Source: an optimization exercise on an open RTL-to-GDS flow (aim: small area, a short achievable clock period and few clock cycles). Production flows keep margins and buffers that such runs may drop. In this exercise RTL edits were held to simulation tests only and were not proved equivalent to the original. Power figures rest on the tool's default switching activity, not on a simulated workload.

==> inputs of garnet <==
==> flow/design.v (excerpt) <==
module bert_core (
    input  wire        clk,
    input  wire        rst,
    input  wire        cmd_valid,
    output wire        cmd_ready,
    input  wire [63:0] cmd_data,
    output reg         rsp_valid,
    output reg  [3:0]  rsp_status,
    output wire [63:0] rsp_value,
    output reg         mem_req,
    output reg         mem_we,
    output reg  [31:0] mem_addr,
    output reg  [7:0]  mem_wdata,
    input  wire        mem_gnt,
    input  wire [7:0]  mem_rdata
);
export LEC_CHECK = 0
export CAP_MARGIN = 20
export CORE_MARGIN = 2
export CORE_UTILIZATION = 60
export SLEW_MARGIN = 20
create_clock -name core_clock -period 11.0 [get_ports {clk}]
standard.sh (not shown) runs the stock make flow with config.mk's settings and CLKGATE_MAP_FILE= SYNTH_SCRIPT=/design/flow/synth_recipe.tcl, a recipe that flattens the netlist after the stock synthesis.
==> flow/flow/run.sh <==
#!/bin/bash
# Standard layout, with timing repair aiming at 4.0 ns (setup margin 7.0 ns on
# the 11 ns clock) on every violating endpoint, and faster port buffers.
set -euo pipefail
bash standard.sh SETUP_SLACK_MARGIN=7.0 TNS_END_PERCENT=100 \
    BUFFER_PORTS_ARGS="-buffer_cell sky130_fd_sc_hd__buf_4" finish > standard.log 2>&1
==> lagoon: changes against garnet <==
--- a/flow/design.v
+++ b/flow/design.v
@@ -211,40 +211,28 @@
     reg [7:0]  evb;           
     reg [7:0]  xb2, nb2, mb2;
     reg [2:0]  ob2;
     reg        sb;
     reg [7:0]  xe2;           
     reg        it;            
-    reg [7:0]  itm;           
+    reg [2:0]  itp;           
     reg [7:0]  pfx_c;
     reg [2:0]  o_c;
     reg        fl;            
     reg [7:0]  c_ins;
     reg [7:0]  c_err;
     reg        c_loss;
+    reg [3:0]  c_ins_n, c_err_n;
     wire gen_act   = (st == S_GEN);
     wire rd_grant  = mem_req && mem_gnt && !mem_we;
     wire pipe_busy = (occ != 3'd0) || va || vb || fl || rvd || it;
-    wire rx_busy   = rvd || (rx_c != 7'd0) || (st == S_RD);
-    wire chk_busy  = pipe_busy || (c_ins != 8'd0) || c_loss ||
+    wire rx_busy   = pipe_busy || (rx_c != 7'd0);
+    wire chk_busy  = pipe_busy || (c_ins != 8'd0) || c_loss || (c_ins_n != 4'd0) ||
                      (in_c != 7'd0) || (er_c != 7'd0) || (ls_c != 7'd0) || clr;
     reg  rx_busy_r, chk_busy_r;
     wire dec_wait  = (op == 8'h28) ? rx_busy_r : chk_busy_r;
-    wire       in_q  = (cmd_data[63:59] == 5'b00101) && (cmd_data[58:56] <= 3'd4) &&
-                       (cmd_data[55:0] == 56'd0);
-    wire       in_rx = (cmd_data[58:56] == 3'd0);
-    reg  [4:0] in_qoh;
-    always @(*) begin
-        case (cmd_data[58:56])
-            3'd0:    in_qoh = 5'b00001;
-            3'd1:    in_qoh = 5'b00010;
-            3'd2:    in_qoh = 5'b00100;
-            3'd3:    in_qoh = 5'b01000;
-            default: in_qoh = 5'b10000;
-        endcase
-    end
     wire [7:0] bb = rev8(head);
     wire       pm = gen_act || chk_sync;       
     reg  [7:0] gm_s;          
     reg  [7:0] oh_s;          
     reg [7:0]  lt;            
     reg [7:0]  m;             
@@ -315,19 +303,15 @@
     reg        sus;
     always @(*) begin
         sus = 1'b0;
         for (k = 0; k < 8; k = k + 1)
             if (slack == k) sus = um[k];
     end
-    reg  [7:0] itoh;          
-    always @(*) begin
-        for (k = 0; k < 8; k = k + 1)
-            itoh[k] = itm[k] && ((itm & ((8'd1 << k) - 8'd1)) == 8'd0);
-    end
-    wire ite  = |(itoh & xb2);    
-    wire itlo = ite && (slack == 6'd0);
+    wire ite  = xb2[itp];
+    wire itx  = xe2[itp];
+    wire itlo = ite && !itx && (slack == 6'd0);
     wire [8:0] rem_le = le9(rem);
     wire [8:0] zr_le  = le9({1'b0, zr});
     wire [8:0] qr_le  = le9(qr);
     wire [8:0] n_le   = le9({1'b0, n});
     reg [7:0] le, mz;
     reg       full, zok, qz, cnd, lossk;
@@ -393,14 +377,14 @@
                 cnt_step[8*j +: 8] = v[8*j +: 8] + {7'd0, c[j]};
                 cnt_step[64 + j]   = c[j] & (&v[8*j +: 8]);
             end
         end
     endfunction
     wire [71:0] rx_n = cnt_step(rx_v, rx_c, {rvd, 3'b000});
-    wire [71:0] in_n = cnt_step(in_v, in_c, t2b(sort8(c_ins)));
-    wire [71:0] er_n = cnt_step(er_v, er_c, t2b(sort8(c_err)));
+    wire [71:0] in_n = cnt_step(in_v, in_c, c_ins_n);
+    wire [71:0] er_n = cnt_step(er_v, er_c, c_err_n);
     wire [71:0] ls_n = cnt_step(ls_v, ls_c, {3'd0, c_loss});
     always @(posedge clk) begin
         if (rdy) begin
             op  <= cmd_data[63:56];
             len <= cmd_data[55:32];
         end
@@ -485,29 +469,31 @@
             xb2 <= xa;
             xe2 <= xba;
             nb2 <= nba;
             mb2 <= m1;
             ob2 <= oa;
             sb  <= sa;
-            itm <= (xa ^ xba) & m1;
+            itp <= oa;
         end
         if (fl) begin
             it    <= 1'b0;
             slack <= n;
             rem   <= n2;
             zr    <= n;
             qr    <= n2;
         end else if (it) begin
-            itm <= itm & ~itoh;
-            evb <= itlo ? itoh : 8'd0;
-            if (itlo || itm == 8'd0) begin
+            itp <= itp + 3'd1;
+            evb <= 8'd1 << itp;
+            if (itlo || itp == 3'd7) begin
                 it <= 1'b0;
                 vb <= 1'b1;
             end
-            if (!itlo && itm != 8'd0)
-                slack <= ite ? slack - 6'd1 : slack + 6'd1;
+            if (!itlo) begin
+                evb   <= 8'd0;
+                slack <= slack + {5'd0, itx} - {5'd0, ite};
+            end
         end else if (va && chk_sync && !sa && sus) begin
             it <= 1'b1;
         end else if (va) begin
             vb    <= 1'b1;
             slack <= slack_n;
             rem   <= subsat(rem, a7);
@@ -534,20 +520,18 @@
             end
             if (anyev) begin
                 fl       <= 1'b1;
                 chk_sync <= !chk_sync;
             end
         end
+        c_ins_n <= pop8(c_ins);
+        c_err_n <= pop8(c_err);
         rsp_valid <= 1'b0;
         case (st)
             S_IDLE: begin
-                if (cmd_valid && in_q && (in_rx ? !rx_busy_r : !chk_busy_r)) begin
-                    rsp_valid  <= 1'b1;
-                    rsp_status <= chk_conf ? ST_OK : ST_NOTCONF;
-                    qoh        <= chk_conf ? in_qoh : 5'd0;
-                end else if (cmd_valid) begin
+                if (cmd_valid) begin
                     rdy <= 1'b0;
                     st  <= S_DEC;
                 end
             end
             S_DEC, S_DEC2: begin
                 cnt0 <= (len == 24'd0);
@@ -565,12 +549,15 @@
                 if (!dec_wait) begin
                     rsp_status <= ST_OK;
                     qoh        <= 5'd0;
                     rsp_valid  <= 1'b1;
                     rdy        <= 1'b1;
                     st         <= S_IDLE;
+                    o_s        <= 3'd0;
+                    gm_s       <= 8'hFF;
+                    oh_s       <= 8'h01;
                     if (is_gen_init) begin
                         if (!order_ok) rsp_status <= ST_CONFIG;
                         else begin
                             gen_conf  <= 1'b1;
                             gen_order <= c_order;
                             gen_h     <= 32'd1;
@@ -694,12 +681,14 @@
             it        <= 1'b0;
             fl        <= 1'b0;
             clr       <= 1'b0;
             c_ins     <= 8'd0;
             c_err     <= 8'd0;
             c_loss    <= 1'b0;
+            c_ins_n   <= 4'd0;
+            c_err_n   <= 4'd0;
             rx_c      <= 7'd0;
             in_c      <= 7'd0;
             er_c      <= 7'd0;
             ls_c      <= 7'd0;
             rx_v[7:0] <= 8'd0;
             in_v[7:0] <= 8'd0;
==> flow/run.sh (new file) <==
#!/bin/bash
# synth_recipe.tcl (not shown) runs the flow's synth.tcl, then flattens the netlist and writes it again
# the make line also repeats each setting of config.mk as NAME=value (left out here)
make -C /OpenROAD-flow-scripts/flow DESIGN_CONFIG=/design/flow/config.mk WORK_HOME=/design/flow/orfs CLKGATE_MAP_FILE= SYNTH_SCRIPT=/design/flow/synth_recipe.tcl finish
- CORE_UTILIZATION: 60 -> 40
- SETUP_SLACK_MARGIN: unset -> 5
removed: flow/flow/run.sh
removed: flow/standard.sh
==> summary of the runs <==
In lagoon the clock skew is higher than in garnet, by 0.0026 ns.
Against garnet, the clock-buffer cell count of lagoon is lower by 14.
Of lagoon and garnet, garnet has the higher cell area (gap about 2.2%, measured against garnet).
In lagoon the combinational power is lower than in garnet, by 8.8%.
Against garnet, the total power of lagoon is smaller by 3.9%.
Between lagoon and garnet, the lower sequential power is in lagoon (gap about 2%, measured against garnet).
Non-clock buffer count: garnet is higher than lagoon (141).
Of garnet and lagoon, lagoon has the higher die area (gap about 34%, measured against lagoon).
In garnet the fmax is higher than in lagoon, by 22%.
Between lagoon and garnet, the lower register-to-register slack is in lagoon (gap 1.1 ns).
Testbench counts of garnet, summed over its fixed seeds: cycles 22,684.
Testbench counts of lagoon, summed over its fixed seeds: cycles 23,312.

==> v6: inputs <==
bert_core, a different RTL version from the one above (not shown whole).
// bert_core
module bert_core (
    input  wire        clk,
    input  wire        rst,
    input  wire        cmd_valid,
    output wire        cmd_ready,
    input  wire [63:0] cmd_data,
    output reg         rsp_valid,
    output reg  [3:0]  rsp_status,
    output reg  [63:0] rsp_value,
    output reg         mem_req,
    output reg         mem_we,
    output reg  [31:0] mem_addr,
    output reg  [7:0]  mem_wdata,
    input  wire        mem_gnt,
    input  wire [7:0]  mem_rdata
);
==> flow/config.mk <==
export PLATFORM = sky130hd
export DESIGN_NAME = bert_core
export DESIGN_NICKNAME = bert_core
export VERILOG_FILES = /design/flow/design.v
export SDC_FILE = /design/flow/constraint.sdc
export NUM_CORES = 4
export LEC_CHECK = 0
export CAP_MARGIN = 20
export CORE_MARGIN = 2
export CORE_UTILIZATION = 40
export SETUP_SLACK_MARGIN = 5
export SLEW_MARGIN = 20
==> flow/constraint.sdc <==
create_clock -name core_clock -period 11.0 [get_ports {clk}]
set_input_delay 2.2000 -clock core_clock [delete_from_list [all_inputs] [get_ports {clk}]]
set_output_delay 2.2000 -clock core_clock [all_outputs]
set_load 0.01 [all_outputs]
run.sh (not shown) runs the stock make flow with config.mk's settings and CLKGATE_MAP_FILE= SYNTH_SCRIPT=/design/flow/synth_recipe.tcl, a recipe that flattens the netlist after the stock synthesis.
Stock flow here: none of the scripts above is used.
==> v35: changes against v6 <==
--- a/flow/design.v
+++ b/flow/design.v
@@ -141,31 +141,26 @@
     reg        va;
     reg [7:0]  xa;            
     reg [7:0]  ba;            
     reg [7:0]  nba;           
     reg [7:0]  xba;           
     reg [2:0]  oa;
-    reg        sa;            
     reg        vb;
     reg [7:0]  evb;           
     reg [7:0]  xb2, nb2, mb2;
     reg [2:0]  ob2;
-    reg        sb;
-    reg [7:0]  xe2;           
-    reg        it;            
-    reg [2:0]  itp;           
     reg [7:0]  pfx_c;
     reg [2:0]  o_c;
     reg        fl;            
     reg [7:0]  c_ins;
     reg [7:0]  c_err;
     reg        c_loss;
     reg [3:0]  c_ins_n, c_err_n;
     wire gen_act   = (st == S_GEN);
     wire rd_grant  = mem_req && mem_gnt && !mem_we;
-    wire pipe_busy = (occ != 3'd0) || va || vb || fl || rvd || it;
+    wire pipe_busy = (occ != 3'd0) || va || vb || fl || rvd;
     wire rx_busy   = pipe_busy || (rx_c != 7'd0);
     wire chk_busy  = pipe_busy || (c_ins != 8'd0) || c_loss || (c_ins_n != 4'd0) ||
                      (in_c != 7'd0) || (er_c != 7'd0) || (ls_c != 7'd0) || clr;
     wire dec_wait  = (op == 8'h28) ? rx_busy : chk_busy;
     wire [7:0] bb = rev8(head);
     wire       pm = gen_act || chk_sync;       
@@ -214,48 +209,42 @@
         end
     endgenerate
     wire [5:0]  xsh = ~{chk_order[4:0], 1'b0} + 6'd1;    
     wire [71:0] xw  = uvec >> xsh;
     wire a_done   = !ser || (o_s == 3'd7);
     wire gen_step = !cnt0 && ((ser && (o_s != 3'd7)) || !mem_req || mem_gnt);
-    wire a_chk    = !gen_act && !fl && !it && (rp_s != wp);
+    wire a_chk    = !gen_act && !fl && (rp_s != wp);
     wire a_go     = gen_act ? gen_step : a_chk;
     wire [2:0] rp_s_n = fl ? rp_c : ((a_chk && a_done) ? rp_s + 3'd1 : rp_s);
     wire [5:0] n  = chk_order;
     wire [6:0] n2 = {chk_order, 1'b0};
-    function [7:0] sort8(input [7:0] v);
-        reg [7:0] a;
-        reg       h;
-        begin
-            a = v;
-            begin h = a[0] | a[1]; a[1] = a[0] & a[1]; a[0] = h; end begin h = a[2] | a[3]; a[3] = a[2] & a[3]; a[2] = h; end begin h = a[4] | a[5]; a[5] = a[4] & a[5]; a[4] = h; end begin h = a[6] | a[7]; a[7] = a[6] & a[7]; a[6] = h; end
-            begin h = a[0] | a[2]; a[2] = a[0] & a[2]; a[0] = h; end begin h = a[1] | a[3]; a[3] = a[1] & a[3]; a[1] = h; end begin h = a[4] | a[6]; a[6] = a[4] & a[6]; a[4] = h; end begin h = a[5] | a[7]; a[7] = a[5] & a[7]; a[5] = h; end
-            begin h = a[1] | a[2]; a[2] = a[1] & a[2]; a[1] = h; end begin h = a[5] | a[6]; a[6] = a[5] & a[6]; a[5] = h; end
-            begin h = a[0] | a[4]; a[4] = a[0] & a[4]; a[0] = h; end begin h = a[1] | a[5]; a[5] = a[1] & a[5]; a[1] = h; end begin h = a[2] | a[6]; a[6] = a[2] & a[6]; a[2] = h; end begin h = a[3] | a[7]; a[7] = a[3] & a[7]; a[3] = h; end
-            begin h = a[2] | a[4]; a[4] = a[2] & a[4]; a[2] = h; end begin h = a[3] | a[5]; a[5] = a[3] & a[5]; a[3] = h; end
-            begin h = a[1] | a[2]; a[2] = a[1] & a[2]; a[1] = h; end begin h = a[3] | a[4]; a[4] = a[3] & a[4]; a[3] = h; end begin h = a[5] | a[6]; a[6] = a[5] & a[6]; a[5] = h; end
-            sort8 = a;
-        end
-    endfunction
     reg [7:0] m1;
+    reg [1:0] w [0:7];
+    reg [2:0] p01, p23, p45, p67;
+    reg [3:0] p03, p47;
+    reg [4:0] sk [0:7];       
     always @(*) begin
-        for (k = 0; k < 8; k = k + 1)
-            m1[k] = sa ? (k == oa) : (k >= oa);
-    end
-    wire [7:0] um = sort8(m1 & xa);        
-    wire [3:0] u7 = pop8(m1 & xa);
-    wire [3:0] x7 = pop8(m1 & xba);
-    reg        sus;
-    always @(*) begin
-        sus = 1'b0;
-        for (k = 0; k < 8; k = k + 1)
-            if (slack == k) sus = um[k];
+        for (k = 0; k < 8; k = k + 1) begin
+            m1[k] = ser ? (k == oa) : (k >= oa);
+            w[k]  = !m1[k] ? 2'd1 : {xa[k] & !xba[k], !(xa[k] ^ xba[k])};
+        end
+        p01 = {1'b0, w[0]} + {1'b0, w[1]};
+        p23 = {1'b0, w[2]} + {1'b0, w[3]};
+        p45 = {1'b0, w[4]} + {1'b0, w[5]};
+        p67 = {1'b0, w[6]} + {1'b0, w[7]};
+        p03 = {1'b0, p01} + {1'b0, p23};
+        p47 = {1'b0, p45} + {1'b0, p67};
+        sk[0] = {3'd0, w[0]};
+        sk[1] = {2'd0, p01};
+        sk[2] = {2'd0, p01} + {3'd0, w[2]};
+        sk[3] = {1'b0, p03};
+        sk[4] = {1'b0, p03} + {3'd0, w[4]};
+        sk[5] = {1'b0, p03} + {2'd0, p45};
+        sk[6] = {1'b0, p03} + ({2'd0, p45} + {3'd0, w[6]});
+        sk[7] = {1'b0, p03} + {1'b0, p47};
     end
-    wire ite  = xb2[itp];
-    wire itx  = xe2[itp];
-    wire itlo = ite && !itx && (slack == 6'd0);
     function [3:0] act_upto(input [2:0] o, input s, input integer kk);
         act_upto = (kk < o) ? 4'd0 : (s ? 4'd1 : kk + 1 - o);
     endfunction
     reg [7:0] le, mz;
     reg [3:0] ak;
     reg       full, zok, qz, cnd, lossk;
@@ -263,41 +252,41 @@
     always @(*) begin
         for (k = 0; k < 8; k = k + 1) begin
             for (i = 0; i < 8; i = i + 1) begin
                 le[i] = m1[i] && (i <= k);
                 mz[i] = le[i] && ((i + n) > k);
             end
-            ak    = act_upto(oa, sa, k);
+            ak    = act_upto(oa, ser, k);
             full  = ({3'd0, ak} >= rem);
             cnd   = ((k + 1) >= (oa + n)) || ({2'd0, ak} >= zr);
             zok   = !(|(xa & mz)) && cnd;
             qz    = !(|(ba & le)) && ({3'd0, ak} >= qr);
-            lossk = sa && xa[k] && !xba[k] && (slack == 6'd0);
+            lossk = ({2'd0, sk[k]} > ({1'b0, slack} + k + 1));
             ev[k] = m1[k] && (chk_sync ? lossk : (full && zok && !qz));
         end
     end
-    wire [3:0] a7  = sa ? 4'd1 : 4'd8 - {1'b0, oa};
+    wire [3:0] a7  = ser ? 4'd1 : 4'd8 - {1'b0, oa};
     wire [7:0] xm  = m1 & xa;
     wire [7:0] bm  = m1 & ba;
     wire       zx7 = !(|xm);
     wire       zb7 = !(|bm);
     reg  [3:0] r7, rq7;
     always @(*) begin
         r7 = 4'd0; rq7 = 4'd0;
         for (k = 0; k < 8; k = k + 1) begin
             if (xm[k]) r7  = 4'd7 - k;
             if (bm[k]) rq7 = 4'd7 - k;
         end
-        if (sa) begin r7 = 4'd0; rq7 = 4'd0; end
+        if (ser) begin r7 = 4'd0; rq7 = 4'd0; end
     end
     reg [7:0] cm;                      
     reg       anyev;
     reg [2:0] kend;                    
     always @(*) begin
         anyev = 1'b0;
-        kend  = sb ? ob2 : 3'd7;
+        kend  = ser ? ob2 : 3'd7;
         for (k = 0; k < 8; k = k + 1) begin
             cm[k] = mb2[k] && !anyev;
             if (evb[k] && !anyev) kend = k;
             anyev = anyev || evb[k];
         end
     end
@@ -367,55 +356,30 @@
                 if (a_done) begin
                     rp_s <= rp_s + 3'd1;
                     hist <= {hist[55:0], rev8(ebuf_n)};
                 end
             end
         end
-        if (!it) begin
-            xa  <= x;
-            ba  <= bb;
-            nba <= nbv;
-            xba <= xw[7:0];
-            oa  <= o_s;
-            sa  <= ser;
-        end else begin
-            va  <= va && !fl;
-        end
-        vb <= 1'b0;
-        if (!it) begin
-            evb <= ev;
-            xb2 <= xa;
-            xe2 <= xba;
-            nb2 <= nba;
-            mb2 <= m1;
-            ob2 <= oa;
-            sb  <= sa;
-            itp <= oa;
-        end
+        xa  <= x;
+        ba  <= bb;
+        nba <= nbv;
+        xba <= xw[7:0];
+        oa  <= o_s;
+        vb  <= va && !fl;
+        evb <= ev;
+        xb2 <= xa;
+        nb2 <= nba;
+        mb2 <= m1;
+        ob2 <= oa;
         if (fl) begin
-            it    <= 1'b0;
             slack <= n;
             rem   <= n2;
             zr    <= n;
             qr    <= n2;
-        end else if (it) begin
-            itp <= itp + 3'd1;
-            evb <= 8'd1 << itp;
-            if (itlo || itp == 3'd7) begin
-                it <= 1'b0;
-                vb <= 1'b1;
-            end
-            if (!itlo) begin
-                evb   <= 8'd0;
-                slack <= slack + {5'd0, itx} - {5'd0, ite};
-            end
-        end else if (va && chk_sync && !sa && sus) begin
-            it <= 1'b1;
         end else if (va) begin
-            vb    <= 1'b1;
-            slack <= slack + {2'd0, x7} - {2'd0, u7};
+            slack <= slack + 6'd8 - {1'b0, sk[7]};
             rem   <= subsat(rem, a7);
             zr    <= zx7 ? subsat({1'b0, zr}, a7) : subsat({1'b0, n}, r7);
             qr    <= zb7 ? subsat(qr, a7) : subsat(n2, rq7);
         end
         fl     <= 1'b0;
         c_ins  <= 8'd0;
@@ -588,13 +552,12 @@
             rp_s      <= 3'd0;
             rp_c      <= 3'd0;
             occ       <= 3'd0;
             rvd       <= 1'b0;
             va        <= 1'b0;
             vb        <= 1'b0;
-            it        <= 1'b0;
             fl        <= 1'b0;
             clr       <= 1'b0;
             c_ins     <= 8'd0;
             c_err     <= 8'd0;
             c_loss    <= 1'b0;
             c_ins_n   <= 4'd0;
==> v2: changes against v6 <==
==> flow/flow/run.sh (new file) <==
#!/bin/bash
# Standard layout, with timing repair aiming below the clock period (a larger
# setup margin) on all violating endpoints.
set -euo pipefail
bash standard.sh SETUP_SLACK_MARGIN=8 TNS_END_PERCENT=100 finish > standard.log 2>&1
==> flow/standard.sh (new file) <==
#!/bin/bash
# synth_recipe.tcl (not shown) runs the flow's synth.tcl, then flattens the netlist and writes it again
# the make line also repeats each setting of config.mk as NAME=value (left out here)
make -C /OpenROAD-flow-scripts/flow DESIGN_CONFIG=/design/flow/config.mk WORK_HOME=/design/flow/orfs CLKGATE_MAP_FILE= SYNTH_SCRIPT=/design/flow/synth_recipe.tcl "${@:-finish}"
--- a/flow/config.mk
+++ b/flow/config.mk
@@ -5,8 +5,7 @@
 export SDC_FILE = /design/flow/constraint.sdc
 export NUM_CORES = 4
 export LEC_CHECK = 0
 export CAP_MARGIN = 20
 export CORE_MARGIN = 2
 export CORE_UTILIZATION = 40
-export SETUP_SLACK_MARGIN = 5
 export SLEW_MARGIN = 20
removed: flow/run.sh
==> notes <==
- Between v35 and v2, the lower synthesized area is in v35 (gap 0.91%, measured against v2).
- Critical path depth: v35 is higher than v6 (3).
- Routed wire length: v35 < v6 < v2.
- Between v35 and v2, the lower via count is in v35 (gap 8.8%, measured against v2).
- Combinational power: v35 > v2 > v6.
- In v6 the worst setup slack is better than in v35, by 0.28 ns.
- Clock skew, lowest first: v35, v6, v2.
- Utilization: v2 > v35 > v6.
- Against v2, the first-iteration DRC count of v35 is smaller by 17%.
- Sequential power is about the same in v35 and v2.
Testbench counts of v6, summed over its fixed seeds: cycles 23,216.
Testbench counts of v35, summed over its fixed seeds: cycles 22,852.
Testbench counts of v2, summed over its fixed seeds: cycles 23,216.

what the ideal ports hide:
No port has a modelled driver above. Below, the same layouts with a new extraction and two added sets of constraints.
Step 1 sets driving cells, clkbuf_16 on the clock port and buf_2 on the other inputs (assumed; they add their load-dependent delay and slew).
Step 2 moves the port delays by t, midway between the first and last clock arrival at a register: inputs arrive t later, outputs are due t later. That takes back most of the time a late clock gives input paths.
a / b / c = ideal ports / drivers / drivers and shift; a / b = the first two.
| run | shift t [ns] | setup WS [ns] | worst slew at a driven data input, ns | cell pins on the clock port's net |
|---|---|---|---|---|
| garnet | 0.754 | 6.750 / 6.682 / 6.300 | 0.09 | 1 |
| lagoon | 0.788 | 5.818 / 5.818 / 5.337 | 0.09 | 1 |
| v6 | 0.806 | 5.326 / 5.326 / 5.326 | 0.10 | 1 |
| v35 | 0.803 | 5.050 / 5.050 / 5.050 | 0.08 | 1 |
| v2 | 0.827 | 5.687 / 5.687 / 5.687 | 0.11 | 1 |
After both steps setup and hold are still met in every run listed. The setup slack of lagoon, which loses most, moves by 0.000 ns with the drivers and by -0.481 ns with both steps.
